What follows belongs to an exercise in optimizing a design on an open flow for small area; a production flow would make more cautious choices. Only simulation tests tie the RTL to the original design; equivalence was not proved. Power and IR drop assume default switching activity.

==> design/flow/config.mk <==
export PLATFORM = sky130hd
export DESIGN_NAME = tis_engine
export DESIGN_NICKNAME = tis_engine
export VERILOG_FILES = /design/flow/design.v
export SDC_FILE = /design/flow/constraint.sdc
export NUM_CORES = 4
export LEC_CHECK = 0
export CAP_MARGIN = 20
export CORE_MARGIN = 2
export CORE_UTILIZATION = 40
export PLACE_DENSITY = 0.6
export SLEW_MARGIN = 20
==> design/flow/standard.sh <==
#!/bin/bash
# synth_recipe.tcl (not shown) runs the flow's synth.tcl, then flattens the netlist and writes it again
# the make line also repeats each setting of config.mk as NAME=value (left out here)
make -C /OpenROAD-flow-scripts/flow DESIGN_CONFIG=/design/flow/config.mk WORK_HOME=/design/flow/orfs CLKGATE_MAP_FILE= SYNTH_SCRIPT=/design/flow/synth_recipe.tcl "${@:-finish}"
==> design/flow/flow/area.abc <==
strash
dch -f
amap
topo
==> design/flow/design.v <==
module tis_xport (
    input  wire        clk,
    input  wire        rst,
    input  wire        cfg_spi,
    input  wire        ms_tick,
    input  wire        go,           
    input  wire        wr,           
    input  wire [1:0]  kind,         
    input  wire [5:0]  plen,         
    input  wire [7:0]  pbyte,        
    input  wire        tclr,         
    output wire        done,         
    output reg         xerr,         
    output wire        ev_err,       
    output wire [1:0]  ev_ty,        
    output wire        rd_ack,       
    output wire        wr_ack,       
    output wire        wr_pend,      
    output wire [1:0]  pidx,         
    output wire        t_sleep,      
    output wire        bus_req,
    output reg         bus_rd,
    output reg         bus_last,
    output reg  [7:0]  bus_wdata,
    input  wire        bus_ack,
    input  wire [7:0]  bus_rdata,
    input  wire        bus_err,
    output wire        spi_lock,
    input  wire        spi_gnt,
    input  wire        irq
);
    localparam [2:0] X_IDLE = 3'd0, X_LOCK = 3'd1, X_PRE = 3'd2,
                     X_BEAT = 3'd3, X_RWAIT = 3'd4, X_DONE = 3'd5;
    localparam [2:0] P_I2CA = 3'd0,    
                     P_I2CW = 3'd1,    
                     P_I2CR = 3'd2,    
                     P_HDR  = 3'd3,    
                     P_STALL = 3'd4,   
                     P_SPIW = 3'd5,    
                     P_SPIR = 3'd6;    
    reg [2:0] xs;
    reg [2:0] ph;
    reg [1:0] idx;
    reg       ready;
    localparam [9:0] TM_2 = 10'h003, TM_100 = 10'h1f3, TM_750 = 10'h2e7;
    reg  [9:0] tms;
    wire t_spi = (tms == TM_100);
    wire t_irq = (tms == TM_750);
    assign t_sleep = (tms == TM_2);
    wire t_stop = cfg_spi ? t_spi : t_irq;
    wire [5:0] plen_k = (kind == 2'd2) ? plen : (kind == 2'd0) ? 6'd1 : 6'd4;
    wire [5:0] len_m1 = plen_k - 6'd1;
    wire       pend   = (kind == 2'd2) ? (plen == 6'd1) :
                        (kind == 2'd0) ? (idx == 2'd0) : (idx == 2'd3);
    assign pidx = idx;
    wire   pay_w = (ph == P_SPIW) || (ph == P_I2CW);
    wire   pay_r = (ph == P_SPIR) || (ph == P_I2CR);
    assign bus_req  = (xs == X_BEAT);
    assign spi_lock = cfg_spi && (xs == X_LOCK || xs == X_PRE || xs == X_BEAT);
    assign done     = (xs == X_DONE);
    wire ack = bus_req && bus_ack;
    assign rd_ack  = ack && pay_r;
    assign wr_ack  = ack && pay_w;
    assign wr_pend = (xs == X_PRE || xs == X_BEAT) && pay_w;
    always @(*) begin
        bus_rd    = 1'b0;
        bus_last  = pend;
        bus_wdata = pbyte;
        case (ph)
            P_I2CA: begin
                bus_wdata = {5'd0, kind[1], kind == 2'd3, kind[1] ^ kind[0]};
                bus_last  = !wr || (plen_k == 6'd0);
            end
            P_HDR: begin
                case (idx[1:0])
                    2'd0: bus_wdata = {~wr, 1'b1, len_m1};
                    2'd1: bus_wdata = 8'hD4;
                    2'd2: bus_wdata = {4'd0, {4{kind == 2'd3}}};
                    default: bus_wdata = {2'b00, kind == 2'd2, kind == 2'd1, kind == 2'd1, kind == 2'd2, 2'b00};
                endcase
                bus_last = (idx[1:0] == 2'd3);
            end
            P_STALL: begin
                bus_rd   = 1'b1;
                bus_last = 1'b1;
            end
            P_I2CR, P_SPIR: bus_rd = 1'b1;
            default: ;
        endcase
    end
    wire start   = (xs == X_IDLE) && go;
    wire e_insuf = start && cfg_spi && (plen_k == 6'd0);
    wire e_io    = ack && bus_err;
    wire e_spi   = ack && !bus_err && (ph == P_STALL) && !bus_rdata[0] && t_spi;
    wire e_irq   = (xs == X_RWAIT) && !ready && t_irq;
    assign ev_err = e_insuf || e_io || e_spi || e_irq;
    assign ev_ty  = e_io ? 2'd3 : e_insuf ? 2'd2 : e_spi ? 2'd1 : 2'd0;
    always @(posedge clk) begin
        if (!cfg_spi && (start || e_io || e_irq))
            ready <= 1'b0;
        else if (irq && !cfg_spi)
            ready <= 1'b1;
    end
    wire hdr_end = ack && !bus_err && bus_last && (ph == P_I2CA || ph == P_I2CW || ph == P_HDR);
    always @(posedge clk) begin
        if (tclr || hdr_end)
            tms <= 10'd0;
        else if (ms_tick && !t_stop)
            tms <= {tms[8:0], ~(tms[9] ^ tms[6])};
    end
    always @(posedge clk) begin
        if (rst) begin
            xs <= X_IDLE;
        end else begin
            case (xs)
                X_IDLE: begin
                    idx <= 2'd0;
                    if (go) begin
                        xerr <= e_insuf;
                        if (e_insuf) begin
                            xs <= X_DONE;
                        end else if (cfg_spi) begin
                            ph <= P_HDR;
                            xs <= X_LOCK;
                        end else begin
                            ph <= P_I2CA;
                            xs <= X_PRE;
                        end
                    end
                end
                X_LOCK: begin
                    if (spi_gnt)
                        xs <= X_BEAT;
                end
                X_PRE: xs <= X_BEAT;
                X_BEAT: begin
                    if (bus_ack) begin
                        xs <= X_PRE;
                        if (bus_err) begin
                            xerr <= 1'b1;
                            xs   <= X_DONE;
                        end else if (!bus_last) begin
                            if (ph == P_I2CA)
                                ph <= P_I2CW;
                            else
                                idx <= idx + 2'd1;
                        end else begin
                            idx <= 2'd0;
                            case (ph)
                                P_I2CA, P_I2CW: xs <= X_RWAIT;
                                P_HDR:  ph <= P_STALL;
                                P_STALL: begin
                                    if (bus_rdata[0])
                                        ph <= wr ? P_SPIW : P_SPIR;
                                    else if (t_spi) begin
                                        xerr <= 1'b1;
                                        xs   <= X_DONE;
                                    end
                                end
                                default: xs <= X_DONE;
                            endcase
                        end
                    end
                end
                X_RWAIT: begin
                    if (ready) begin
                        if (wr) begin
                            xs <= X_DONE;
                        end else begin
                            ph <= P_I2CR;
                            xs <= X_PRE;
                        end
                    end else if (t_irq) begin
                        xerr <= 1'b1;
                        xs   <= X_DONE;
                    end
                end
                default: xs <= X_IDLE;  
            endcase
        end
    end
endmodule
module tis_engine (
    input  wire        clk,
    input  wire        rst,           
    input  wire        cfg_spi,       
    input  wire        ms_tick,       
    input  wire        cmd_valid,
    input  wire [31:0] cmd_word,
    output wire        busy,
    output wire        done,
    output reg  [3:0]  res_code,
    output reg  [2:0]  res_sub,
    output reg  [31:0] res_val,
    output wire        cmd_rd_en,
    output wire [23:0] cmd_rd_addr,
    input  wire [7:0]  cmd_rd_data,
    output wire        rsp_wr_en,
    output wire [23:0] rsp_wr_addr,
    output wire [7:0]  rsp_wr_data,
    output wire        bus_req,
    output wire        bus_rd,
    output wire        bus_last,
    output wire [7:0]  bus_wdata,
    input  wire        bus_ack,
    input  wire [7:0]  bus_rdata,
    input  wire        bus_err,
    input  wire [7:0]  bus_err_code,
    output wire        spi_lock,
    input  wire        spi_gnt,
    input  wire        irq
);
    localparam [4:0]
        S_IDLE   = 5'd0,  S_FIN    = 5'd1,
        S_RL_RD0 = 5'd2,  S_RL_WR  = 5'd3,  S_RL_RD  = 5'd4,  S_RL_SLP = 5'd5,
        S_PR_RD  = 5'd6,  S_WC_RD  = 5'd7,  S_WC_WR  = 5'd8,
        S_GB_RD  = 5'd9,  S_GB_SLP = 5'd10,
        S_WB_WR  = 5'd11, S_GO_WR  = 5'd12,
        S_RB_RD1 = 5'd13, S_RB_RD  = 5'd14, S_DRAIN  = 5'd15,
        S_CL_RD  = 5'd16, S_CL_WR  = 5'd17,
        S_REL_RD = 5'd18, S_REL_WR = 5'd19;
    localparam [1:0] K_ACCESS = 2'd0, K_STS = 2'd1, K_FIFO = 2'd2, K_DID = 2'd3;
    reg [4:0]  st;
    reg        started;        
    reg        c_probe, c_sd, c_rel, rx;
    reg        rel_force, rel2, errp, sh_mis;
    reg [1:0]  tries;
    reg [10:0] tlong;          
    reg [23:0] arg;            
    reg [5:0]  bst;            
    reg        f1, f2, fx;     
    reg        cg, ce;         
    wire [23:0] ptr = res_val[23:0];    
    assign busy = (st != S_IDLE);
    assign done = (st == S_FIN);
    reg        x_go, x_wr;
    reg [1:0]  x_kind;
    reg [7:0]  x_const;
    always @(*) begin
        x_go = 1'b1; x_wr = 1'b0; x_kind = K_ACCESS; x_const = 8'h00;
        case (st)
            S_RL_RD0, S_RL_RD, S_REL_RD: ;
            S_RL_WR:  begin x_wr = 1'b1; x_const = 8'h02; end
            S_REL_WR: begin x_wr = 1'b1; x_const = 8'h20; end
            S_WC_RD, S_GB_RD, S_CL_RD: x_kind = K_STS;
            S_WC_WR, S_CL_WR: begin x_wr = 1'b1; x_kind = K_STS; x_const = 8'h40; end
            S_GO_WR:  begin x_wr = 1'b1; x_kind = K_STS; x_const = 8'h20; end
            S_PR_RD:  x_kind = K_DID;
            S_WB_WR:  begin x_wr = 1'b1; x_kind = K_FIFO; end
            S_RB_RD1, S_RB_RD: x_kind = K_FIFO;
            default:  x_go = 1'b0;
        endcase
    end
    wire       x_done, x_err, ev_err, rd_ack, wr_ack, wr_pend, t_sleep;
    wire [1:0] ev_ty;
    wire [1:0] pidx;
    reg  [7:0] pbyte;
    reg        sleep_go;
    tis_xport u_xport (
        .clk(clk), .rst(rst), .cfg_spi(cfg_spi), .ms_tick(ms_tick),
        .go(x_go), .wr(x_wr), .kind(x_kind), .plen(bst), .pbyte(pbyte), .tclr(sleep_go),
        .done(x_done), .xerr(x_err), .ev_err(ev_err), .ev_ty(ev_ty),
        .rd_ack(rd_ack), .wr_ack(wr_ack), .wr_pend(wr_pend), .pidx(pidx), .t_sleep(t_sleep),
        .bus_req(bus_req), .bus_rd(bus_rd), .bus_last(bus_last), .bus_wdata(bus_wdata),
        .bus_ack(bus_ack), .bus_rdata(bus_rdata), .bus_err(bus_err),
        .spi_lock(spi_lock), .spi_gnt(spi_gnt), .irq(irq)
    );
    wire x_ok = !x_err;
    wire fifo = (x_kind == K_FIFO);
    reg [7:0] sd_cmd, sd_rsp;
    always @(*) begin
        case (ptr[3:0])
            4'd0: sd_cmd = 8'h80;  4'd1: sd_cmd = 8'h01;
            4'd5: sd_cmd = 8'h0C;  4'd8: sd_cmd = 8'h01;
            4'd9: sd_cmd = 8'h45;  4'd11: sd_cmd = 8'h01;
            default: sd_cmd = 8'h00;
        endcase
        case (ptr[3:0])
            4'd0: sd_rsp = 8'h80;  4'd1: sd_rsp = 8'h01;
            4'd5: sd_rsp = 8'h0A;
            default: sd_rsp = 8'h00;
        endcase
    end
    always @(*) begin
        if (fifo)
            pbyte = c_sd ? sd_cmd : cmd_rd_data;
        else
            pbyte = (pidx == 2'd0) ? x_const : 8'h00;
    end
    assign cmd_rd_en   = wr_pend && fifo && !c_sd;
    assign cmd_rd_addr = ptr;
    assign rsp_wr_en   = rd_ack && fifo && !bus_err;
    assign rsp_wr_addr = ptr;
    assign rsp_wr_data = bus_rdata;
    wire        more  = (arg != 24'd0);
    wire [5:0]  bsz   = rx ? bst : (bst - 6'd1);              
    wire        le    = (arg[23:6] != 18'd0) || (bsz <= arg[5:0]);
    wire [5:0]  chunk = le ? bsz : arg[5:0];
    wire        ptr0  = (ptr == 24'd0);
    wire        m4 = rx && (ptr0 || more);
    wire        m3 = !rx && more && !ptr0;
    localparam [10:0] TL_2000 = 11'h3a7;
    wire        t_long = (tlong == TL_2000);
    wire        bad_first = (bst < 6'd10) || !le;
    wire        is_cr50 = (res_val == 32'h00281AE0);
    wire        is_ti50 = (res_val == 32'h504A6666);
    reg  [4:0] nst;
    reg        raise;           
    reg        raise_x;         
    reg        res_we;          
    reg  [3:0] n_code;
    reg  [2:0] n_sub;
    reg        lo_ld;           
    reg        lo_arg;
    reg  [7:0] lo_val;
    reg        hi_clr;          
    reg        tl_clr, arg_cmd, arg_10, bst_ld, bst_6;
    reg        tries_ld, rf_ld, rf_n, rel2_set, start_set, cmd_acc;
    wire [4:0] err_st   = c_probe ? S_REL_RD : S_CL_RD;
    wire [4:0] after_rl = c_probe ? S_PR_RD : S_WC_RD;
    always @(*) begin
        nst = st;
        raise = 1'b0; raise_x = 1'b0; res_we = 1'b0; n_code = 4'd0; n_sub = 3'd0;
        lo_ld = 1'b0; lo_arg = 1'b0; lo_val = 8'd0; hi_clr = 1'b0;
        tl_clr = 1'b0; arg_cmd = 1'b0; arg_10 = 1'b0; bst_ld = 1'b0; bst_6 = 1'b0;
        tries_ld = 1'b0; rf_ld = 1'b0; rf_n = 1'b1; rel2_set = 1'b0;
        start_set = 1'b0; cmd_acc = 1'b0; sleep_go = 1'b0;
        if (ev_err && !errp) begin
            res_we = 1'b1;
            case (ev_ty)
                2'd0: begin n_code = 4'd1; n_sub = 3'd1; end
                2'd1: begin n_code = 4'd1; n_sub = 3'd2; end
                2'd2: n_code = 4'd5;
                default: n_code = 4'd7;
            endcase
        end
        case (st)
            S_IDLE: if (cmd_valid) begin
                cmd_acc = 1'b1;
                arg_cmd = 1'b1;
                tl_clr  = 1'b1;
                rf_ld   = 1'b1;
                rf_n    = cmd_word[0];
                res_we  = 1'b1; n_code = 4'd8; lo_ld = 1'b1; hi_clr = 1'b1;
                nst     = S_FIN;
                case (cmd_word[31:24])
                    8'h01, 8'h05: if (cmd_word[23:0] == 24'd0 && !started) nst = S_RL_RD0;
                    8'h02: if (!started) nst = S_RL_RD0;
                    8'h03: if (started) nst = S_GB_RD;
                    8'h04: if (cmd_word[23:1] == 23'd0) nst = S_REL_RD;
                    default: ;
                endcase
            end
            S_RL_RD0: if (x_done) begin
                tl_clr = 1'b1;
                if (x_ok && f1) nst = after_rl;
                else            nst = S_RL_WR;
            end
            S_RL_WR: if (x_done) begin
                tries_ld = 1'b1;
                if (x_err) raise_x = 1'b1;
                else       nst = S_RL_RD;
            end
            S_RL_RD: if (x_done) begin
                tl_clr = 1'b1;
                if (x_ok && f1) nst = after_rl;
                else if (tries != 2'd3) begin
                    sleep_go = 1'b1;
                    nst = S_RL_SLP;
                end else begin
                    raise = 1'b1; res_we = 1'b1; n_code = 4'd1; n_sub = 3'd3;
                    lo_ld = 1'b1; hi_clr = 1'b1;
                end
            end
            S_RL_SLP: if (t_sleep) nst = S_RL_RD;
            S_PR_RD: if (x_done) begin
                if (x_err) raise_x = 1'b1;
                else if (is_cr50 || is_ti50) begin
                    res_we = 1'b1; lo_ld = 1'b1; lo_val = {7'd0, is_ti50}; hi_clr = 1'b1;
                    nst = S_FIN;
                end else begin
                    raise = 1'b1; res_we = 1'b1; n_code = 4'd6;
                end
            end
            S_WC_RD: if (x_done) begin
                lo_ld  = 1'b1;
                tl_clr = x_ok && f2;
                if (x_ok && f2) nst = S_GB_RD;
                else if (t_long) begin
                    raise = 1'b1; res_we = 1'b1; n_code = 4'd1; n_sub = 3'd5; hi_clr = 1'b1;
                end else nst = S_WC_WR;
            end
            S_WC_WR: if (x_done) nst = S_WC_RD;
            S_GB_RD: if (x_done) begin
                bst_ld = 1'b1;
                if (!(x_ok && f1)) begin
                    sleep_go = 1'b1;
                    nst = S_GB_SLP;
                end else if (rx && ptr0) begin
                    if (bad_first) begin
                        raise = 1'b1; res_we = 1'b1; n_code = 4'd3; n_sub = 3'd1;
                        lo_ld = 1'b1; hi_clr = 1'b1;
                    end else nst = S_RB_RD1;
                end else if (more) begin
                    nst = rx ? S_RB_RD : S_WB_WR;
                end else if (fx) begin
                    raise = 1'b1; res_we = 1'b1; n_code = 4'd3; n_sub = rx ? 3'd3 : 3'd2;
                    lo_ld = 1'b1; hi_clr = 1'b1;
                end else if (rx) begin
                    rf_ld = 1'b1; rf_n = 1'b0;
                    nst = S_REL_RD;
                end else nst = S_GO_WR;
            end
            S_GB_SLP: if (t_sleep) begin
                if (t_long) begin
                    raise = 1'b1; res_we = 1'b1; n_code = 4'd1; n_sub = 3'd4;
                    lo_ld = 1'b1; hi_clr = 1'b1;
                end else nst = S_GB_RD;
            end
            S_WB_WR, S_RB_RD: if (x_done) begin
                tl_clr = 1'b1;
                if (x_err) raise_x = 1'b1;
                else       nst = S_GB_RD;
            end
            S_GO_WR: if (x_done) begin
                tl_clr = 1'b1;
                arg_10 = 1'b1;
                if (x_err) raise_x = 1'b1;
                else begin
                    lo_ld = 1'b1; hi_clr = 1'b1;
                    if (c_sd) nst = S_GB_RD;
                    else begin
                        start_set = 1'b1;
                        res_we = 1'b1;
                        nst = S_FIN;
                    end
                end
            end
            S_RB_RD1: if (x_done) begin
                bst_6 = 1'b1;
                if (x_err) raise_x = 1'b1;
                else if (cg) begin
                    raise = 1'b1; res_we = 1'b1; n_code = 4'd4;
                    lo_ld = 1'b1; lo_arg = 1'b1;
                end else
                    nst = S_DRAIN;
            end
            S_DRAIN: begin
                tl_clr = 1'b1;
                if (bst == 6'd0 || !more) nst = S_GB_RD;
            end
            S_CL_RD: if (x_done) begin
                if (x_ok && f2) nst = S_CL_WR;
                else            nst = S_REL_RD;
            end
            S_CL_WR: if (x_done) nst = S_REL_RD;
            S_REL_RD, S_REL_WR: if (x_done) begin
                if (st == S_REL_RD && x_ok && (rel_force || f2))
                    nst = S_REL_WR;
                else if (c_sd && !rel2) begin
                    rel2_set = 1'b1;
                    rf_ld = 1'b1;
                    nst = S_REL_RD;
                end else begin
                    nst = S_FIN;
                    if (!errp) begin
                        res_we = 1'b1; hi_clr = 1'b1;
                        lo_ld  = c_sd || c_rel;       
                        if (c_sd && sh_mis) begin
                            n_code = 4'd3; n_sub = 3'd4;
                        end
                    end
                end
            end
            default: nst = S_IDLE;  
        endcase
        if (raise_x) begin
            raise  = 1'b1;
            lo_ld  = 1'b1;
            lo_val = (res_code == 4'd7) ? res_val[31:24] : 8'd0;
            hi_clr = 1'b1;
        end
        if (raise) begin
            nst   = err_st;
            rf_ld = 1'b1;
            rf_n  = 1'b1;
        end
    end
    wire fifo_ack = (rd_ack || wr_ack) && fifo;
    wire rd_fifo1 = rd_ack && fifo && (st == S_RB_RD1);
    wire drain    = (st == S_DRAIN) && (bst != 6'd0) && more;
    wire hdr_2    = (ptr == 24'd2);
    wire hdr_345  = (ptr[23:3] == 21'd0) && (ptr[2:0] >= 3'd3) && (ptr[2:0] <= 3'd5);
    wire past_hdr = (ptr[23:3] != 21'd0) || (ptr[2:1] == 2'd3);
    wire [7:0] cap_byte = (ptr[1:0] == 2'd3) ? arg[23:16] :
                          (ptr[1:0] == 2'd0) ? arg[15:8] : arg[7:0];
    wire arg_dec  = drain || (fifo_ack && more &&
                              (st != S_RB_RD1 || (past_hdr && !cg)));
    always @(posedge clk) begin
        if (rst) begin
            st      <= S_IDLE;
            started <= 1'b0;
        end else begin
            st <= nst;
            if (start_set)
                started <= 1'b1;
            else if (cmd_acc && cmd_word[31:24] == 8'h03)
                started <= 1'b0;
        end
        if (cmd_acc) begin
            c_probe <= (cmd_word[31:24] == 8'h01);
            c_sd    <= (cmd_word[31:24] == 8'h05);
            c_rel   <= (cmd_word[31:24] == 8'h04);
            rx      <= (cmd_word[31:24] == 8'h03);
            rel2    <= 1'b0;
        end else begin
            if (arg_10) rx <= 1'b1;
            if (rel2_set) rel2 <= 1'b1;
        end
        if (cmd_acc)       errp <= 1'b0;
        else if (raise)    errp <= 1'b1;
        if (rf_ld) rel_force <= rf_n;
        if (tries_ld)      tries <= 2'd1;
        else if (sleep_go) tries <= tries + 2'd1;
        if (tl_clr)                  tlong <= 11'd0;
        else if (ms_tick && !t_long) tlong <= {tlong[9:0], ~(tlong[10] ^ tlong[8])};
        if (arg_cmd)     arg <= {cmd_word[23:4], cmd_word[3:2] | {2{cmd_word[26] & ~cmd_word[25]}}, cmd_word[1:0]};
        else if (arg_10) arg <= 24'd10;
        else if (rd_fifo1 && hdr_345) begin
            if (ptr[1:0] == 2'd3) arg[23:16] <= bus_rdata;
            if (ptr[1:0] == 2'd0) arg[15:8]  <= bus_rdata;
            if (ptr[1:0] == 2'd1) arg[7:0]   <= bus_rdata;
        end else if (arg_dec) arg <= arg - 24'd1;
        if (bst_ld)      bst <= chunk;
        else if (bst_6)  bst <= 6'd6;
        else if (rd_ack && x_kind == K_STS && pidx == 2'd1) bst <= bus_rdata[5:0];
        else if (fifo_ack || drain) bst <= bst - 6'd1;
        if (rd_fifo1 && (hdr_2 || (ce && hdr_345))) begin
            cg <= (bus_rdata > (hdr_2 ? 8'd0 : cap_byte));
            ce <= (bus_rdata == (hdr_2 ? 8'd0 : cap_byte));
        end
        if (rd_ack) begin
            if (x_kind == K_ACCESS) begin
                f1 <= bus_rdata[7] & bus_rdata[5];
                f2 <= bus_rdata[7] & bus_rdata[2];
            end else if (pidx == 2'd0) begin
                f1 <= bus_rdata[7] && (!m4 || bus_rdata[4]) && (!m3 || bus_rdata[3]);
                f2 <= bus_rdata[6];
                fx <= rx ? bus_rdata[4] : bus_rdata[3];
            end else if (pidx == 2'd1) begin
                if (bus_rdata[7:6] != 2'd0 || bus_rdata[5:0] == 6'd0) f1 <= 1'b0;
            end else if (pidx == 2'd2) begin
                if (bus_rdata != 8'd0) f1 <= 1'b0;
            end
        end
        if (cmd_acc)
            sh_mis <= 1'b0;
        else if (rd_ack && fifo && c_sd && ptr[23:4] == 20'd0 && ptr[3:0] < 4'd10 &&
                 bus_rdata != sd_rsp)
            sh_mis <= 1'b1;
        if (res_we) begin
            res_code <= n_code;
            res_sub  <= n_sub;
        end
        if (ev_err && !errp && ev_ty == 2'd3)
            res_val[31:24] <= bus_err_code;
        else if (hi_clr)
            res_val[31:24] <= 8'd0;
        else if ((rd_ack && x_kind == K_DID && pidx == 2'd3) || (rd_fifo1 && hdr_2))
            res_val[31:24] <= bus_rdata;
        if (lo_ld)
            res_val[23:0] <= lo_arg ? arg : {16'd0, lo_val};
        else if (fifo_ack)
            res_val[23:0] <= res_val[23:0] + 24'd1;
        else if (rd_ack && x_kind == K_DID) begin
            if (pidx == 2'd0) res_val[7:0]   <= bus_rdata;
            if (pidx == 2'd1) res_val[15:8]  <= bus_rdata;
            if (pidx == 2'd2) res_val[23:16] <= bus_rdata;
        end
    end
endmodule
==> design/flow/flow/resyn.sh <==
#!/bin/bash
# Re-map the combinational gates of a synthesized netlist with an area-oriented
# ABC run. Flip-flop and tie-cell instances are kept as they are (same names,
# same cell types); only the gates between them are re-mapped.
# usage: resyn.sh IN.v OUT.v TOP LIB ABC_SCRIPT LOG [dont_use cells...]
set -euo pipefail
IN=$1; OUT=$2; TOP=$3; LIB=$4; ABCS=$5; LOG=$6; shift 6
DU=""
for c in "$@"; do DU="$DU -dont_use $c"; done
KEEP=$(grep -oE 'sky130_fd_sc_hd__(df|edf|sdf|dl|sdl|conb)[a-z0-9_]*' "$IN" | sort -u | tr '\n' ' ')
D=$(dirname "$OUT")
cat > "$D/resyn1.ys" <<EOY
read_liberty -ignore_miss_func $LIB
read_verilog $IN
hierarchy -top $TOP
blackbox $KEEP
flatten
opt -purge
abc -liberty $LIB -script $ABCS $DU
opt_clean -purge
hilomap -singleton -hicell sky130_fd_sc_hd__conb_1 HI -locell sky130_fd_sc_hd__conb_1 LO
insbuf -buf sky130_fd_sc_hd__buf_1 A X
splitnets
opt_clean -purge
select $TOP
write_verilog -noattr -nohex -nodec -selected $OUT.tmp
EOY
cat > "$D/resyn2.ys" <<EOY
read_liberty -lib $LIB
read_verilog $OUT.tmp
hierarchy -top $TOP
opt_clean -purge
check -assert
stat -liberty $LIB
write_verilog -noattr -nohex -nodec $OUT
EOY
yosys -s "$D/resyn1.ys" > "$LOG" 2>&1 || { tail -30 "$LOG"; exit 1; }
yosys -s "$D/resyn2.ys" >> "$LOG" 2>&1 || { tail -30 "$LOG"; exit 1; }
==> design/flow/flow/run.sh <==
#!/bin/bash
# Layout flow: the standard synthesis, its combinational gates re-mapped for
# area (flip-flops kept as they are), then the standard layout with the
# smallest buffer on the ports.
set -euo pipefail
W=$PWD
R=$W/orfs/results/$FLOW_PLATFORM/tis_engine/base
L=$W/orfs/logs/$FLOW_PLATFORM/tis_engine/base
LIB=$FLOW_HOME/platforms/$FLOW_PLATFORM/lib/sky130_fd_sc_hd__tt_025C_1v80.lib

# 1. standard synthesis
bash standard.sh synth > $W/synth.log 2>&1
cp $R/1_2_yosys.v $W/std_synth.v

# 2. re-map the combinational gates
DU=$(grep -m1 '^abc -script' $L/1_2_yosys.log | grep -oE -- '-dont_use [^ ]+' | awk '{print $2}' | tr '\n' ' ')
ok=0
if bash flow/resyn.sh $W/std_synth.v $W/resyn.v $FLOW_TOP $LIB $W/flow/area.abc $W/resyn.log $DU > $W/resyn_run.log 2>&1; then
  ffs() { grep -oE 'sky130_fd_sc_hd__(df|edf|sdf|dl|sdl)[a-z0-9_]* +[^ ]+ *\(' "$1" | tr -s ' ' | sort; }
  if [[ -s $W/resyn.v ]] && diff <(ffs $W/std_synth.v) <(ffs $W/resyn.v) > $W/ff_diff.log 2>&1; then
    ok=1
  fi
fi
echo "resynthesis used: $ok" | tee $W/resyn_used.log
if [[ $ok == 1 ]]; then
  cp $W/resyn.v $R/1_2_yosys.v
  touch $R/1_2_yosys.v
fi

# 3. standard layout
export BUFFER_PORTS_ARGS="-buffer_cell sky130_fd_sc_hd__buf_1"
bash standard.sh finish > $W/layout.log 2>&1
==> design/flow/constraint.sdc <==
create_clock -name core_clock -period 10.0 [get_ports {clk}]
set_input_delay 2.0000 -clock core_clock [delete_from_list [all_inputs] [get_ports {clk}]]
set_output_delay 2.0000 -clock core_clock [all_outputs]
set_load 0.01 [all_outputs]
==> run summary, run 1 <==
outcome finished clean; DRT Pass-1 Iters 6; CP arrival 7.73 ns; pwr/cell area 257 nW/um2; global-route wire length before repair 54100 um; final worst slack 2.63 ns; max-slew violations 0; DPL Wire Length 28100 um; synthesized instance count 1298; placed cell count 1676; postcts setup bufs 0; CTS max path bufs 2; Startpoint Class register; CTS Buf Count 17; crit path time final 7.37 ns; FF-to-FF path depth 40; clock share of power 0.243; final core utilization 0.467; total I/O pin count 176; CTS Sinks 128; Final nets 1477; setup TNS 0 ns; Overall Global Routing Usage 0.294; Crit-path slowest cell nor4_1; R2R Path End u_xport.wr; gr ovfl total 0; maximum clock rate 0.136 GHz; Die Area 24000 um2; hold_ws 0.490 ns; worst stage delay on the critical path 0.70 ns; placed cell areas 9880 um2; crit path to u_xport.wr; post-route cell area 10500 um2; Routed Antenna Nets 0; Sw Share 0.444; port bufs 175; Setup CP Type reg2reg; Logic pwr share 0.406; Hold Crit Class reg2reg; clock latency (worst-skew pair) 0.42 ns; post-CTS sizing 0; number of diodes 0; Synth Area per Inst 7.03 um2; Post-Route WL 35700 um; P_sw 1.20 mW; routed via count 10341; Slew headroom 0.228; cell mode on critical path nand2_1; leak pwr 3.37 nW; row cnt 55; H-tree levels 4; core box area 22500 um2; clock-pin slew on the worst setup and hold paths 0.06 ns; hold_buf cts 0; Pint 1.50 mW; layout cell share with drive strength beyond 1 0.0309; Die Ht 155 um; initial core utilization 0.406; yosys warns 2; reg2reg start arg[1]; GPL Wtd Cong 1.00; P&R area growth vs syn 15.0%; sequential share of power 0.351; largest net degree at the start of global routing 38; # setup viols final 0; CP required 10.36 ns; 1st-iter DRT viols 1382; initial antenna violation count 0; Syn Nets 1363; vias in the first global route 9416; critical-path maximum fanout 6; drt drc 0; Mapped Area 9130 um2; worst IR drop on VDD 0.122 mV; worst slack, placed 2.97 ns; reg2reg setup slack 2.63 ns; CTS tree done; MaxCap Viol Count 0; crit end category register; routed len/inst 20.9 um; CTS Root Cell clkbuf_16; period utilization 0.737; final hold viol count 0; Final Non-Filler Cells 1710; drt via density 6.05; worst-margin pin slew 1.15 ns; CP startpoint arg[1]; skew final 0.0116 ns; overall power 2.70 mW; Die X 155 um; RSZ-0062 raised after global routing no
power groups by stage:
stage | clock (mW) | sequential (mW) | combinational (mW)
detailed placement | 0 | 0.947 | 1.06
finish | 0.654 | 0.947 | 1.10
CTS | 0.657 | 0.938 | 1.07
global placement | 0 | 0.947 | 1.06
floorplan | 0 | 0.878 | 0.768
global route | 0.683 | 0.963 | 1.21
layer usage:
metal / wire (um) / global-route usage
met1: 15500 / 0.411
met2: 14800 / 0.441
met3: 4270 / 0.0727
met4: 1100 / 0.108
met5: 0 / 0
worst max-delay path: cells and delay by family (launching register included):
kind | cells | cell delay, ns
AND/OR/NAND/NOR | 31 | 5.63
buffers and inverters | 8 | 1.12
flip-flops | 1 | 0.45
AO/OA/AOI/OAI | 1 | 0.15
registers in the layout (all words and copies together) (netlist names), 2 cells and up:
| register | flops |
|---|---|
| tries | 2 |
| res_val | 32 |
| u_xport.ph | 3 |
| arg | 24 |
| u_xport.tms | 10 |
| res_code | 4 |
| bst | 6 |
| tlong | 11 |
| u_xport.idx | 2 |
| st | 5 |
| res_sub | 3 |
| u_xport.kind | 2 |
| x_const | 3 |
| u_xport.xs | 3 |
cells in the final DEF, fill, tap and decap left out, types with 4 or more instances in the layout:
cell type  instances
nand4_1           13
buf_4             10
o22ai_1           36
a31oi_1           12
clkbuf_16         17
nor3_1            45
o211ai_1           7
dfxtp_1           43
or4_1             10
a211oi_1          12
edfxtp_1          85
nand2_1          113
or3_1             21
a2111oi_0          9
o311ai_0           4
a22oi_1            7
clkinv_1         178
buf_1            175
nor2_1           236
a21oi_1           81
a222oi_1           9
inv_6              5
o21a_1             9
o32ai_1            4
nor4_1            20
o221ai_1          11
o21ai_0          131
or2_0             11
a221oi_1          20
nand3_1           32
o31ai_1            4
area by class of cell:
class	count	area, um2
fill	2305	12000
multi-input combinational	900	4710
sequential	128	3410
timing repair buffer	187	744
inverter	178	668
clock buffer	18	429
tap	285	357
clock inverter	14	179
how the worst min path moves through the flow:
stage / from / end / slack [ns] / cells after the start
after CTS: tlong[9] / tlong[9] / 0.49 / 2
after floorplan: sh_mis / sh_mis / 0.44 / 2
after detailed placement: tlong[9] / tlong[9] / 0.48 / 2
final: tlong[9] / tlong[9] / 0.49 / 2
after global routing: tlong[9] / tlong[9] / 0.51 / 2
after global placement: sh_mis / sh_mis / 0.47 / 2
==> inputs of run 2 (changes only) <==
--- a/design/flow/design.v
+++ b/design/flow/design.v
@@ -222,9 +222,8 @@
     localparam [1:0] K_ACCESS = 2'd0, K_STS = 2'd1, K_FIFO = 2'd2, K_DID = 2'd3;
     reg [4:0]  st;
     reg        started;        
-    reg        c_probe, c_sd, c_rel, rx;
+    reg        c_probe, c_sd, rx;
     reg        rel_force, rel2, errp, sh_mis;
-    reg [1:0]  tries;
     reg [10:0] tlong;          
     reg [23:0] arg;            
     reg [5:0]  bst;            
@@ -233,24 +232,16 @@
     wire [23:0] ptr = res_val[23:0];    
     assign busy = (st != S_IDLE);
     assign done = (st == S_FIN);
-    reg        x_go, x_wr;
-    reg [1:0]  x_kind;
-    reg [7:0]  x_const;
-    always @(*) begin
-        x_go = 1'b1; x_wr = 1'b0; x_kind = K_ACCESS; x_const = 8'h00;
-        case (st)
-            S_RL_RD0, S_RL_RD, S_REL_RD: ;
-            S_RL_WR:  begin x_wr = 1'b1; x_const = 8'h02; end
-            S_REL_WR: begin x_wr = 1'b1; x_const = 8'h20; end
-            S_WC_RD, S_GB_RD, S_CL_RD: x_kind = K_STS;
-            S_WC_WR, S_CL_WR: begin x_wr = 1'b1; x_kind = K_STS; x_const = 8'h40; end
-            S_GO_WR:  begin x_wr = 1'b1; x_kind = K_STS; x_const = 8'h20; end
-            S_PR_RD:  x_kind = K_DID;
-            S_WB_WR:  begin x_wr = 1'b1; x_kind = K_FIFO; end
-            S_RB_RD1, S_RB_RD: x_kind = K_FIFO;
-            default:  x_go = 1'b0;
-        endcase
-    end
+    wire s_acc_rd = (st == S_RL_RD0) || (st == S_RL_RD) || (st == S_REL_RD);
+    wire s_sts_rd = (st == S_WC_RD) || (st == S_GB_RD) || (st == S_CL_RD);
+    wire s_40     = (st == S_WC_WR) || (st == S_CL_WR);
+    wire s_20     = (st == S_REL_WR) || (st == S_GO_WR);
+    wire s_fifo   = (st == S_WB_WR) || (st == S_RB_RD1) || (st == S_RB_RD);
+    wire       x_wr    = (st == S_RL_WR) || s_40 || s_20 || (st == S_WB_WR);
+    wire       x_go    = s_acc_rd || s_sts_rd || x_wr || s_fifo || (st == S_PR_RD);
+    wire [1:0] x_kind  = {s_fifo || (st == S_PR_RD),
+                          s_sts_rd || s_40 || (st == S_GO_WR) || (st == S_PR_RD)};
+    wire [7:0] x_const = {1'b0, s_40, s_20, 3'b000, (st == S_RL_WR), 1'b0};
     wire       x_done, x_err, ev_err, rd_ack, wr_ack, wr_pend, t_sleep;
     wire [1:0] ev_ty;
     wire [1:0] pidx;
@@ -364,7 +355,7 @@
             S_RL_RD: if (x_done) begin
                 tl_clr = 1'b1;
                 if (x_ok && f1) nst = after_rl;
-                else if (tries != 2'd3) begin
+                else if (bst[1:0] != 2'd3) begin
                     sleep_go = 1'b1;
                     nst = S_RL_SLP;
                 end else begin
@@ -465,7 +456,7 @@
                     nst = S_FIN;
                     if (!errp) begin
                         res_we = 1'b1; hi_clr = 1'b1;
-                        lo_ld  = c_sd || c_rel;       
+                        lo_ld  = !rx || c_sd;         
                         if (c_sd && sh_mis) begin
                             n_code = 4'd3; n_sub = 3'd4;
                         end
@@ -510,7 +501,6 @@
         if (cmd_acc) begin
             c_probe <= (cmd_word[31:24] == 8'h01);
             c_sd    <= (cmd_word[31:24] == 8'h05);
-            c_rel   <= (cmd_word[31:24] == 8'h04);
             rx      <= (cmd_word[31:24] == 8'h03);
             rel2    <= 1'b0;
         end else begin
@@ -520,8 +510,6 @@
         if (cmd_acc)       errp <= 1'b0;
         else if (raise)    errp <= 1'b1;
         if (rf_ld) rel_force <= rf_n;
-        if (tries_ld)      tries <= 2'd1;
-        else if (sleep_go) tries <= tries + 2'd1;
         if (tl_clr)                  tlong <= 11'd0;
         else if (ms_tick && !t_long) tlong <= {tlong[9:0], ~(tlong[10] ^ tlong[8])};
         if (arg_cmd)     arg <= {cmd_word[23:4], cmd_word[3:2] | {2{cmd_word[26] & ~cmd_word[25]}}, cmd_word[1:0]};
@@ -531,7 +519,9 @@
             if (ptr[1:0] == 2'd0) arg[15:8]  <= bus_rdata;
             if (ptr[1:0] == 2'd1) arg[7:0]   <= bus_rdata;
         end else if (arg_dec) arg <= arg - 24'd1;
-        if (bst_ld)      bst <= chunk;
+        if (tries_ld)    bst[1:0] <= 2'd1;
+        else if (sleep_go && st == S_RL_RD) bst[1:0] <= bst[1:0] + 2'd1;
+        else if (bst_ld) bst <= chunk;
         else if (bst_6)  bst <= 6'd6;
         else if (rd_ack && x_kind == K_STS && pidx == 2'd1) bst <= bus_rdata[5:0];
         else if (fifo_ack || drain) bst <= bst - 6'd1;
--- a/design/flow/flow/run.sh
+++ b/design/flow/flow/run.sh
@@ -14,19 +14,25 @@
 
 # 2. re-map the combinational gates
 DU=$(grep -m1 '^abc -script' $L/1_2_yosys.log | grep -oE -- '-dont_use [^ ]+' | awk '{print $2}' | tr '\n' ' ')
+ffs() { grep -oE 'sky130_fd_sc_hd__(df|edf|sdf|dl|sdl)[a-z0-9_]* +[^ ]+ *\(' "$1" | tr -s ' ' | sort; }
 ok=0
-if bash flow/resyn.sh $W/std_synth.v $W/resyn.v $FLOW_TOP $LIB $W/flow/area.abc $W/resyn.log $DU > $W/resyn_run.log 2>&1; then
-  ffs() { grep -oE 'sky130_fd_sc_hd__(df|edf|sdf|dl|sdl)[a-z0-9_]* +[^ ]+ *\(' "$1" | tr -s ' ' | sort; }
-  if [[ -s $W/resyn.v ]] && diff <(ffs $W/std_synth.v) <(ffs $W/resyn.v) > $W/ff_diff.log 2>&1; then
-    ok=1
+# the deep ABC script first, the plain one if it fails
+for s in deep area; do
+  mkdir -p $W/resyn_$s
+  if bash flow/resyn.sh $W/std_synth.v $W/resyn_$s/resyn.v $FLOW_TOP $LIB $W/flow/$s.abc $W/resyn_$s.log $DU > $W/resyn_${s}_run.log 2>&1 &&
+     [[ -s $W/resyn_$s/resyn.v ]] && diff <(ffs $W/std_synth.v) <(ffs $W/resyn_$s/resyn.v) > $W/ff_diff_$s.log 2>&1; then
+    cp $W/resyn_$s/resyn.v $W/resyn.v
+    ok=$s
+    break
   fi
-fi
+done
 echo "resynthesis used: $ok" | tee $W/resyn_used.log
-if [[ $ok == 1 ]]; then
+if [[ $ok != 0 ]]; then
   cp $W/resyn.v $R/1_2_yosys.v
   touch $R/1_2_yosys.v
 fi
 
 # 3. standard layout
 export BUFFER_PORTS_ARGS="-buffer_cell sky130_fd_sc_hd__buf_1"
+export CTS_ARGS="-sink_clustering_enable -repair_clock_nets -buf_list sky130_fd_sc_hd__clkbuf_4 -root_buf sky130_fd_sc_hd__clkbuf_4 -dont_use_dummy_load"
 bash standard.sh finish > $W/layout.log 2>&1
==> design/flow/flow/deep.abc (new file) <==
strash
&get -n
&deepsyn -T 60
&put
dch -f
amap
strash
&get -n
&deepsyn -T 60
&put
dch -f
amap
topo
--- a/design/flow/config.mk
+++ b/design/flow/config.mk
@@ -7,6 +7,6 @@
 export LEC_CHECK = 0
 export CAP_MARGIN = 20
 export CORE_MARGIN = 2
-export CORE_UTILIZATION = 40
-export PLACE_DENSITY = 0.6
+export CORE_UTILIZATION = 65
+export PLACE_DENSITY = 0.75
 export SLEW_MARGIN = 20
==> run summary, run 2 <==
GPL Wtd Cong 1.04 (+3.4%); routed len/inst 21.1 um (+1.0%); worst IR drop on VDD 0.101 mV (-17%); clock-pin slew on the worst setup and hold paths 0.10 ns (+0.04 ns); largest net degree at the start of global routing 33 (-13%); global-route wire length before repair 44400 um (-18%); layout cell share with drive strength beyond 1 0.0216 (-0.00929); synthesized instance count 1143 (-12%); worst slack, placed 2.62 ns (-0.354 ns); fill cell count 1017 (-56%); H-tree levels 4 (unchanged); CTS Buf Count 17 (unchanged); commonest non-fill, non-tap cell in the layout nor2_1; setup TNS 0 ns (unchanged); Die X 116 um (-25%); vias in the first global route 8354 (-11%); Global Route met1 Usage 0.591 (+0.180); MaxCap Viol Count 0 (unchanged); Overall Global Routing Usage 0.442 (+0.149); CP arrival 8.13 ns (+0.40 ns); CTS max path bufs 2 (unchanged); core box area 12100 um2 (-46%); Synth Area per Inst 7.13 um2 (+1.3%); gr ovfl total 0 (unchanged); # setup viols final 0 (unchanged); yosys warns 2 (unchanged); RSZ-0062 raised after global routing no; Reg with most FFs res_val; row cnt 40 (-27%); worst stage delay on the critical path 0.56 ns (-0.14 ns); max-slew violations 0 (unchanged); Crit-path slowest cell a2111oi_0; Setup CP Type reg2reg; initial core utilization 0.673 (+0.267); biggest regs res_val (32), arg (24), tlong (11); drt drc 0 (unchanged); Slew headroom 0.253 (+0.0246); global-route met3 utilization 0.147 (+0.0743); final hold viol count 0 (unchanged); Syn Nets 1208 (-11%); Largest register FFs 32 (unchanged); Hold Crit Class reg2reg; Top Usage Layer GRT met2; initial antenna violation count 1 (+1); period utilization 0.770 (+0.0326); maximum clock rate 0.130 GHz (-4.2%); final worst slack 2.30 ns (-0.326 ns); postcts setup bufs 0 (unchanged); Startpoint Class register; Post-Route WL 29900 um (-16%); Die Ht 116 um (-25%); hold_buf cts 0 (unchanged); CTS tree done; DPL Wire Length 23700 um (-16%); clock latency (worst-skew pair) 0.56 ns (+0.14 ns); CP required 10.43 ns (+0.07 ns); leak pwr 2.89 nW (-14%); Bufs and invs on worst path 16 (+8); skew final 0.0324 ns (+0.0208 ns); P&R area growth vs syn 8.86%; 1st-iter DRT viols 1373 (-0.65%); worst-margin pin slew 1.11 ns (-0.0420 ns); DRT Pass-1 Iters 6 (unchanged); cell mode on critical path nor2_1; CTS Sinks 118 (-7.8%); critical-path maximum fanout 10 (+4); post-CTS sizing 0 (unchanged); port bufs 175 (unchanged); Final nets 1318 (-11%); cell class contributing the biggest share of worst-path delay simple AND/OR/NAND/NOR gates; total I/O pin count 176 (unchanged); CTS Root Cell clkbuf_4; Mapped Area 8150 um2 (-11%); drt via density 6.73 (+11%); pwr/cell area 125 nW/um2 (-51%); commonest non-fill, non-tap cells in the layout nor2_1, buf_1, clkinv_1, nand2_1, edfxtp_1; outcome finished clean; crit path time final 7.70 ns (+0.326 ns); Routed Antenna Nets 0 (unchanged); routed via count 9551 (-7.6%); crit end category register; met2 usage 0.657 (+0.216); Die Area 13400 um2 (-44%)
[run 2: cell types whose count changed in the layout (fill, tap and decap cells not counted), moves of 7 or more]
cell / change
or3_1: -16
or2_0: -7
o21ai_0: -51
nor2_1: -23
dfxtp_1: -7
a222oi_1: -8
o21a_1: +8
clkbuf_16: -17
clkinv_1: -10
clkbuf_4: +16
nand2_1: -21
[run 2: path summary, 6_finish.rpt]
kind	startpoint	endpoint	slack, ns	cells after the start
setup / recovery	arg[0]	st[1]	2.30	46
hold / removal	u_xport.tms[1]	u_xport.tms[2]	0.48	2
setup reg to reg	arg[0]	st[1]	2.30	46
hold reg to reg	u_xport.tms[1]	u_xport.tms[2]	0.48	2
[run 2: worst min-delay path: cells and delay by family, from the launching register on]
kind / cells / cell delay [ns]
flops: 1 / 0.32
compound gates: 1 / 0.06
buf+inv: 1 / 0.05
[run 2: layer usage]
layer,wire length [um],vias to the layer above,part of all wire
li1,-,4249,-
met1,11000,4259,0.37
met2,12800,905,0.43
met3,4870,138,0.16
met4,1320,0,0.044
met5,0,-,0
[run 2: power by group]
part	internal [mW]	switching, mW	total (mW)
Combinational	0.0792	0.170	0.250
Sequential	0.573	0.0544	0.627
Clock	0.0773	0.158	0.235
Total	0.730	0.383	1.11
[run 2: layout make-up]
cell class | count | area [um2] | share of cell area
antenna | 1 | 2.50 | 0.000282
timing repair buffer | 183 | 717 | 0.0809
multi-input combinational | 765 | 4000 | 0.451
sequential | 118 | 3180 | 0.359
tap | 168 | 210 | 0.0237
clock buffer | 17 | 128 | 0.0144
inverter | 168 | 631 | 0.0711
[run 2: per-stage QoR]
stage / std cells / utilization / total power, mW / instance area, um2 / hold WS, ns
global placement: 1402 / 0.721 / 0.867 / 8730 / 0.459
global route: 1420 / 0.732 / 1.15 / 8870 / 0.510
floorplan: 1143 / - / 0.786 / 8150 / 0.432
detailed placement: 1402 / 0.721 / 0.874 / 8730 / 0.470
CTS: 1419 / 0.732 / 1.09 / 8860 / 0.486
finish: 1420 / 0.732 / 1.11 / 8870 / 0.483
==> inputs of run 3 (changes only) <==
--- a/design/flow/flow/run.sh
+++ b/design/flow/flow/run.sh
@@ -34,5 +34,5 @@
 
 # 3. standard layout
 export BUFFER_PORTS_ARGS="-buffer_cell sky130_fd_sc_hd__buf_1"
-export CTS_ARGS="-sink_clustering_enable -repair_clock_nets -buf_list sky130_fd_sc_hd__clkbuf_4 -root_buf sky130_fd_sc_hd__clkbuf_4 -dont_use_dummy_load"
+export CTS_ARGS="-sink_clustering_enable -repair_clock_nets -buf_list sky130_fd_sc_hd__clkbuf_8 -root_buf sky130_fd_sc_hd__clkbuf_8 -dont_use_dummy_load"
 bash standard.sh finish > $W/layout.log 2>&1
--- a/design/flow/config.mk
+++ b/design/flow/config.mk
@@ -7,6 +7,6 @@
 export LEC_CHECK = 0
 export CAP_MARGIN = 20
 export CORE_MARGIN = 2
-export CORE_UTILIZATION = 65
-export PLACE_DENSITY = 0.75
+export CORE_UTILIZATION = 40
+export PLACE_DENSITY = 0.6
 export SLEW_MARGIN = 20
==> run summary, run 3 <==
leak pwr 2.87 nW (-0.58%); pwr/cell area 213 nW/um2 (+70%); final hold viol count 0 (unchanged); commonest non-fill, non-tap cell in the layout nor2_1; Mapped Area 8140 um2 (about the same); Synth Area per Inst 7.20 um2 (+0.98%); outcome finished clean; postcts setup bufs 0 (unchanged); H-tree levels 4 (unchanged); crit path time final 7.64 ns (-0.0548 ns); number of diodes 0 (-1); biggest regs res_val (32), arg (24), tlong (11); Routed Antenna Nets 0 (unchanged); 1st-iter DRT viols 1099 (-20%); total I/O pin count 176 (unchanged); layout cell share with drive strength beyond 1 0.0218 (+0.000209); CTS Sinks 118 (unchanged); RSZ-0062 raised after global routing no; fill cell count 2087 (+110%); row cnt 52 (+30%); reg2reg setup slack 2.36 ns (+0.05 ns); CTS Root Cell clkbuf_8; commonest non-fill, non-tap cells in the layout nor2_1, buf_1, clkinv_1, o21ai_0, edfxtp_1; worst stage delay on the critical path 0.82 ns (+0.26 ns); largest net degree at the start of global routing 36 (+9.1%); R2R Path End res_val[8]; clock latency (worst-skew pair) 0.46 ns (-0.10 ns); initial core utilization 0.405 (-0.268); CP required 10.08 ns (-0.35 ns); hold path depth 2 (unchanged); Bufs and invs on worst path 16 (unchanged); CTS Buf Count 17 (unchanged); gr ovfl total 0 (unchanged); port bufs 175 (unchanged); Die Area 21500 um2 (+60%); CP arrival 7.73 ns (-0.40 ns); CTS max path bufs 2 (unchanged); drt via density 6.06 (-9.9%); P_sw 865 uW (+130%); initial antenna violation count 0 (-1); post-route cell area 9090 um2 (+2.5%); setup TNS 0 ns (unchanged); global-route wire length before repair 47400 um (+7.0%); Crit-path slowest cell a2111oi_0; placed cell count 1490 (+6.3%); Reg with most FFs res_val; Post-Route WL 31900 um (+6.7%); core box area 20100 um2 (+66%); max-slew violations 0 (unchanged); Setup CP Type reg2reg; Hold Crit Class reg2reg; # setup viols final 0 (unchanged); cell mode on critical path nor2_1; Largest register FFs 32 (unchanged); Slew headroom 0.313 (+0.0603); placed cell areas 8840 um2 (+1.3%); Overall Global Routing Usage 0.290 (-0.152); skew final 0.0240 ns (-0.00834 ns); Final Non-Filler Cells 1509 (+6.3%); cell class contributing the biggest share of worst-path delay simple AND/OR/NAND/NOR gates; routed via count 9147 (-4.2%); critical-path maximum fanout 11 (+1); hold_buf cts 0 (unchanged); GPL Wtd Cong 1.01 (-2.1%); Logic pwr share 0.392 (+0.168); Die X 147 um (+26%); Pint 1.07 mW (+47%); MaxCap Viol Count 0 (unchanged); Final nets 1306 (-0.91%); synthesized instance count 1131 (-1.0%); Syn Nets 1196 (-0.99%); Worst Hold Launch tlong[0]; P&R area growth vs syn 11.6%; routed len/inst 21.2 um (+0.38%); Startpoint Class register; worst-margin pin slew 1.02 ns (-0.0881 ns); maximum clock rate 0.131 GHz (+0.72%); DRT Pass-1 Iters 6 (unchanged); yosys warns 2 (unchanged); CTS tree done; Hold EP tlong[1]; Die Ht 147 um (+26%); drt drc 0 (unchanged); FF-to-FF path depth 42 (-8.7%); sequential share of power 0.439 (-0.125); clock-pin slew on the worst setup and hold paths 0.08 ns (-0.02 ns); period utilization 0.764 (-0.00548); clock share of power 0.170 (-0.042); Sw Share 0.447 (+0.103); DPL Wire Length 25500 um (+7.2%); vias in the first global route 7958 (-4.7%); crit end category register; worst IR drop on VDD 0.0821 mV (-18%); post-CTS sizing 0 (unchanged); reg2reg start arg[0]
==> run 3: cell type report <==
type / instances / area [um2] / share of cell area
sequential: 118 / 3180 / 0.350
tap: 270 / 338 / 0.0372
multi-input combinational: 754 / 3990 / 0.439
inverter: 167 / 627 / 0.0690
clock buffer: 17 / 234 / 0.0258
timing repair buffer: 183 / 712 / 0.0784
==> run 3: through the flow <==
stage / util / hold slack, ns / worst slack (ns) / power, mW
3_5_place_dp: 0.440 / 0.471 / 2.61 / 1.60
4_1_cts: 0.451 / 0.462 / 2.57 / 1.92
5_1_grt: 0.452 / 0.474 / 1.58 / 2.04
3_3_place_gp: 0.440 / 0.456 / 2.87 / 1.60
2_1_floorplan: - / 0.432 / 3.80 / 1.32
6_report: 0.452 / 0.461 / 2.36 / 1.94
==> run 3: worst max path at each step <==
stage / startpoint / end / depth (start not counted)
2_1_floorplan: arg[1] / res_val[0] / 41
3_3_place_gp: arg[0] / res_val[13] / 42
5_1_grt: arg[0] / res_val[8] / 42
4_1_cts: arg[0] / res_val[8] / 42
3_5_place_dp: arg[0] / res_val[13] / 42
6_report: arg[0] / res_val[8] / 42
==> run 3: power by group through the flow <==
stage / sequential [mW] / combinational (mW) / clock, mW
2_1_floorplan: 0.790 / 0.534 / 0
3_3_place_gp: 0.852 / 0.744 / 0
3_5_place_dp: 0.855 / 0.741 / 0
4_1_cts: 0.844 / 0.743 / 0.331
5_1_grt: 0.861 / 0.828 / 0.346
6_report: 0.850 / 0.758 / 0.329
==> run 3: per-layer routing <==
layer / up-vias / track usage / routed length, um
li1: 4224 / - / -
met5: - / 0 / 0
met3: 80 / 0.0653 / 3640
met1: 4201 / 0.414 / 13600
met2: 642 / 0.432 / 13700
met4: 0 / 0.0985 / 1000
==> run 3: worst reg2reg max path: cells and delay by family (launching register included) <==
family          cells  cell delay, ns
simple gates       24            3.52
compound gates      2            1.27
buf+inv            16            1.95
flops               1            0.52
==> inputs of run 4 (changes only) <==
--- a/design/flow/design.v
+++ b/design/flow/design.v
@@ -223,12 +223,11 @@
     reg [4:0]  st;
     reg        started;        
     reg        c_probe, c_sd, rx;
-    reg        rel_force, rel2, errp, sh_mis;
+    reg        rel2, errp, sh_mis;
     reg [10:0] tlong;          
     reg [23:0] arg;            
     reg [5:0]  bst;            
-    reg        f1, f2, fx;     
-    reg        cg, ce;         
+    reg        f1, f2;
     wire [23:0] ptr = res_val[23:0];    
     assign busy = (st != S_IDLE);
     assign done = (st == S_FIN);
@@ -306,15 +305,16 @@
     reg  [7:0] lo_val;
     reg        hi_clr;          
     reg        tl_clr, arg_cmd, arg_10, bst_ld, bst_6;
-    reg        tries_ld, rf_ld, rf_n, rel2_set, start_set, cmd_acc;
+    reg        tries_ld, rel2_set, start_set, cmd_acc;
     wire [4:0] err_st   = c_probe ? S_REL_RD : S_CL_RD;
+    wire       rel_force = errp || rel2 || (!rx && arg[0]);
     wire [4:0] after_rl = c_probe ? S_PR_RD : S_WC_RD;
     always @(*) begin
         nst = st;
         raise = 1'b0; raise_x = 1'b0; res_we = 1'b0; n_code = 4'd0; n_sub = 3'd0;
         lo_ld = 1'b0; lo_arg = 1'b0; lo_val = 8'd0; hi_clr = 1'b0;
         tl_clr = 1'b0; arg_cmd = 1'b0; arg_10 = 1'b0; bst_ld = 1'b0; bst_6 = 1'b0;
-        tries_ld = 1'b0; rf_ld = 1'b0; rf_n = 1'b1; rel2_set = 1'b0;
+        tries_ld = 1'b0; rel2_set = 1'b0;
         start_set = 1'b0; cmd_acc = 1'b0; sleep_go = 1'b0;
         if (ev_err && !errp) begin
             res_we = 1'b1;
@@ -330,8 +330,6 @@
                 cmd_acc = 1'b1;
                 arg_cmd = 1'b1;
                 tl_clr  = 1'b1;
-                rf_ld   = 1'b1;
-                rf_n    = cmd_word[0];
                 res_we  = 1'b1; n_code = 4'd8; lo_ld = 1'b1; hi_clr = 1'b1;
                 nst     = S_FIN;
                 case (cmd_word[31:24])
@@ -394,11 +392,10 @@
                     end else nst = S_RB_RD1;
                 end else if (more) begin
                     nst = rx ? S_RB_RD : S_WB_WR;
-                end else if (fx) begin
+                end else if (f2) begin
                     raise = 1'b1; res_we = 1'b1; n_code = 4'd3; n_sub = rx ? 3'd3 : 3'd2;
                     lo_ld = 1'b1; hi_clr = 1'b1;
                 end else if (rx) begin
-                    rf_ld = 1'b1; rf_n = 1'b0;
                     nst = S_REL_RD;
                 end else nst = S_GO_WR;
             end
@@ -430,7 +427,7 @@
             S_RB_RD1: if (x_done) begin
                 bst_6 = 1'b1;
                 if (x_err) raise_x = 1'b1;
-                else if (cg) begin
+                else if (f1) begin
                     raise = 1'b1; res_we = 1'b1; n_code = 4'd4;
                     lo_ld = 1'b1; lo_arg = 1'b1;
                 end else
@@ -450,7 +447,6 @@
                     nst = S_REL_WR;
                 else if (c_sd && !rel2) begin
                     rel2_set = 1'b1;
-                    rf_ld = 1'b1;
                     nst = S_REL_RD;
                 end else begin
                     nst = S_FIN;
@@ -471,11 +467,8 @@
             lo_val = (res_code == 4'd7) ? res_val[31:24] : 8'd0;
             hi_clr = 1'b1;
         end
-        if (raise) begin
-            nst   = err_st;
-            rf_ld = 1'b1;
-            rf_n  = 1'b1;
-        end
+        if (raise)
+            nst = err_st;
     end
     wire fifo_ack = (rd_ack || wr_ack) && fifo;
     wire rd_fifo1 = rd_ack && fifo && (st == S_RB_RD1);
@@ -486,7 +479,7 @@
     wire [7:0] cap_byte = (ptr[1:0] == 2'd3) ? arg[23:16] :
                           (ptr[1:0] == 2'd0) ? arg[15:8] : arg[7:0];
     wire arg_dec  = drain || (fifo_ack && more &&
-                              (st != S_RB_RD1 || (past_hdr && !cg)));
+                              (st != S_RB_RD1 || (past_hdr && !f1)));
     always @(posedge clk) begin
         if (rst) begin
             st      <= S_IDLE;
@@ -509,7 +502,6 @@
         end
         if (cmd_acc)       errp <= 1'b0;
         else if (raise)    errp <= 1'b1;
-        if (rf_ld) rel_force <= rf_n;
         if (tl_clr)                  tlong <= 11'd0;
         else if (ms_tick && !t_long) tlong <= {tlong[9:0], ~(tlong[10] ^ tlong[8])};
         if (arg_cmd)     arg <= {cmd_word[23:4], cmd_word[3:2] | {2{cmd_word[26] & ~cmd_word[25]}}, cmd_word[1:0]};
@@ -525,18 +517,18 @@
         else if (bst_6)  bst <= 6'd6;
         else if (rd_ack && x_kind == K_STS && pidx == 2'd1) bst <= bus_rdata[5:0];
         else if (fifo_ack || drain) bst <= bst - 6'd1;
-        if (rd_fifo1 && (hdr_2 || (ce && hdr_345))) begin
-            cg <= (bus_rdata > (hdr_2 ? 8'd0 : cap_byte));
-            ce <= (bus_rdata == (hdr_2 ? 8'd0 : cap_byte));
-        end
-        if (rd_ack) begin
+        if (rd_fifo1) begin
+            if (hdr_2 || (f2 && hdr_345)) begin
+                f1 <= (bus_rdata > (hdr_2 ? 8'd0 : cap_byte));
+                f2 <= (bus_rdata == (hdr_2 ? 8'd0 : cap_byte));
+            end
+        end else if (rd_ack && !fifo) begin
             if (x_kind == K_ACCESS) begin
                 f1 <= bus_rdata[7] & bus_rdata[5];
                 f2 <= bus_rdata[7] & bus_rdata[2];
             end else if (pidx == 2'd0) begin
                 f1 <= bus_rdata[7] && (!m4 || bus_rdata[4]) && (!m3 || bus_rdata[3]);
-                f2 <= bus_rdata[6];
-                fx <= rx ? bus_rdata[4] : bus_rdata[3];
+                f2 <= (st == S_GB_RD) ? (rx ? bus_rdata[4] : bus_rdata[3]) : bus_rdata[6];
             end else if (pidx == 2'd1) begin
                 if (bus_rdata[7:6] != 2'd0 || bus_rdata[5:0] == 6'd0) f1 <= 1'b0;
             end else if (pidx == 2'd2) begin
--- a/design/flow/flow/run.sh
+++ b/design/flow/flow/run.sh
@@ -34,5 +34,5 @@
 
 # 3. standard layout
 export BUFFER_PORTS_ARGS="-buffer_cell sky130_fd_sc_hd__buf_1"
-export CTS_ARGS="-sink_clustering_enable -repair_clock_nets -buf_list sky130_fd_sc_hd__clkbuf_8 -root_buf sky130_fd_sc_hd__clkbuf_8 -dont_use_dummy_load"
+export CTS_ARGS="-sink_clustering_enable -repair_clock_nets -buf_list sky130_fd_sc_hd__clkbuf_4 -root_buf sky130_fd_sc_hd__clkbuf_4 -dont_use_dummy_load"
 bash standard.sh finish > $W/layout.log 2>&1
--- a/design/flow/config.mk
+++ b/design/flow/config.mk
@@ -7,6 +7,6 @@
 export LEC_CHECK = 0
 export CAP_MARGIN = 20
 export CORE_MARGIN = 2
-export CORE_UTILIZATION = 40
-export PLACE_DENSITY = 0.6
+export CORE_UTILIZATION = 65
+export PLACE_DENSITY = 0.75
 export SLEW_MARGIN = 20
==> run summary, run 4 <==
drt drc 0 (unchanged); post-CTS sizing 0 (unchanged); synthesized instance count 1136 (+0.44%); hold_ws 0.473 ns (+0.0119 ns); skew final 0.0377 ns (+0.0136 ns); MaxCap Viol Count 0 (unchanged); Crit-path slowest cell edfxtp_1; clock latency (worst-skew pair) 0.56 ns (+0.10 ns); worst IR drop on VDD 0.0971 mV (+18%); post-route cell area 8660 um2 (-4.7%); Mapped Area 8000 um2 (-1.7%); RSZ-0062 raised after global routing no; GPL Wtd Cong 1.10 (+8.7%); pwr/cell area 137 nW/um2 (-36%); worst-margin pin slew 1.04 ns (+0.0185 ns); Final nets 1308 (+0.15%); cell mode on critical path nor2_1; commonest non-fill, non-tap cells in the layout nor2_1, buf_1, clkinv_1, nand2_1, o21ai_0; Final Non-Filler Cells 1389 (-8.0%); drt via density 6.82 (+12%); # setup viols final 0 (unchanged); vias in the first global route 8380 (+5.3%); Reg with most FFs res_val; postcts setup bufs 0 (unchanged); P&R area growth vs syn 8.32%; DRT Pass-1 Iters 11 (+5); Die Area 13200 um2 (-39%); CP arrival 8.13 ns (+0.40 ns); clock-pin slew on the worst setup and hold paths 0.12 ns (+0.04 ns); gr ovfl total 0 (unchanged); Largest register FFs 32 (unchanged); Overall Global Routing Usage 0.437 (+0.147); max-slew violations 0 (unchanged); biggest regs res_val (32), arg (24), tlong (11); commonest non-fill, non-tap cell in the layout nor2_1; routed len/inst 20.8 um (-1.6%); Hold Crit Class reg2reg; Slew headroom 0.303 (-0.0103); Setup CP Type reg2reg; largest net degree at the start of global routing 33 (-8.3%); CTS Root Cell clkbuf_4; Routed Antenna Nets 0 (unchanged); Die X 115 um (-22%); leak pwr 2.78 nW (-3.3%); Syn Nets 1201 (+0.42%); worst stage delay on the critical path 0.50 ns (-0.32 ns); reg2reg setup slack 2.03 ns (-0.32 ns); worst slack, placed 2.29 ns (-0.310 ns); yosys warns 2 (unchanged); Post-Route WL 28900 um (-9.4%); CTS max path bufs 2 (unchanged); crit path time final 7.97 ns (+0.322 ns); Synth Area per Inst 7.04 um2 (-2.2%); Startpoint Class register; overall power 1.18 mW (-39%); H-tree levels 4 (unchanged); final worst slack 2.03 ns (-0.322 ns); period utilization 0.797 (+0.0322); 1st-iter DRT viols 1583 (+44%); CTS Sinks 114 (-3.4%); layout cell share with drive strength beyond 1 0.0185 (-0.00326); initial antenna violation count 1 (+1); Die Ht 115 um (-22%); placed cell count 1370 (-8.1%); initial core utilization 0.666 (+0.261); final core utilization 0.721 (+0.269); CTS tree done; total I/O pin count 176 (unchanged); CTS Buf Count 17 (unchanged); placed cell areas 8520 um2 (-3.6%); hold_buf cts 0 (unchanged); DPL Wire Length 22900 um (-10%); setup TNS 0 ns (unchanged); outcome finished clean; final hold viol count 0 (unchanged); maximum clock rate 0.126 GHz (-4.0%); crit end category register; CP required 10.17 ns (+0.09 ns); port bufs 175 (unchanged); core box area 12000 um2 (-40%); critical-path maximum fanout 9 (-2); global-route wire length before repair 43900 um (-7.6%); routed via count 9471 (+3.5%); row cnt 40 (-23%)
## run 4: layout make-up
class                           count  area [um2]
Multi-Input combinational cell    766        3980
Fill cell                        1027        3350
Sequential cell                   114        3060
Timing Repair Buffer              180         692
Inverter                          164         616
Tap cell                          147         184
Clock buffer                       17         128
Antenna cell                        1        2.50
## run 4: path summary, 6_finish.rpt
| path | startpoint | depth (start not counted) | end |
|---|---|---|---|
| max | arg[0] | 49 | res_val[23] |
| min | tlong[7] | 2 | tlong[8] |
| max reg2reg | arg[0] | 49 | res_val[23] |
| min reg2reg | tlong[7] | 2 | tlong[8] |
## run 4: critical path: cells and delay by family, from the launching register on
kind,cells,cell delay [ns]
and+or+nand+nor,28,4.38
DFF,1,0.50
buffers and inverters,18,1.85
AOI/OAI and AO/OA,3,0.89
## run 4: routing by layer
metal	global-route usage	share of wire	vias up
met1	0.603	0.38	4205
met2	0.635	0.41	929
met3	0.151	0.16	147
li1	-	-	4190
met5	0	0	-
met4	0.173	0.046	0
## run 4: report_power, final
group / switching [mW] / internal (mW) / leakage (nW)
clock network: 0.157 / 0.0773 / 0.0782
registers: 0.0703 / 0.574 / 1.06
logic: 0.211 / 0.0947 / 1.65

==> re-timing with driven ports <==
How much do the figures lean on ideal ports? The routed layouts below were timed once more, with nothing changed but the port constraints.
Step 1 assumes that a clkbuf_16 drives the clock port and a buf_2 every other input.
Step 2, shift: input delay + t, output delay - t, t = (earliest + latest rising clock arrival at the registers) / 2. This alone moves slack from input paths to output paths.
Slacks: ideal ports / drivers / drivers and shift; pairs: ideal ports / drivers.
run	t (ns)	setup WS [ns]	clock arrival spread, ns
run 1	0.460	2.627 / 2.627 / 2.627	0.011 / 0.012
run 2	0.579	2.301 / 2.301 / 2.301	0.032 / 0.032
run 3	0.491	2.356 / 2.356 / 2.356	0.025 / 0.024
run 4	0.589	2.034 / 2.034 / 2.034	0.038 / 0.038
After both steps every run listed still meets setup and hold.
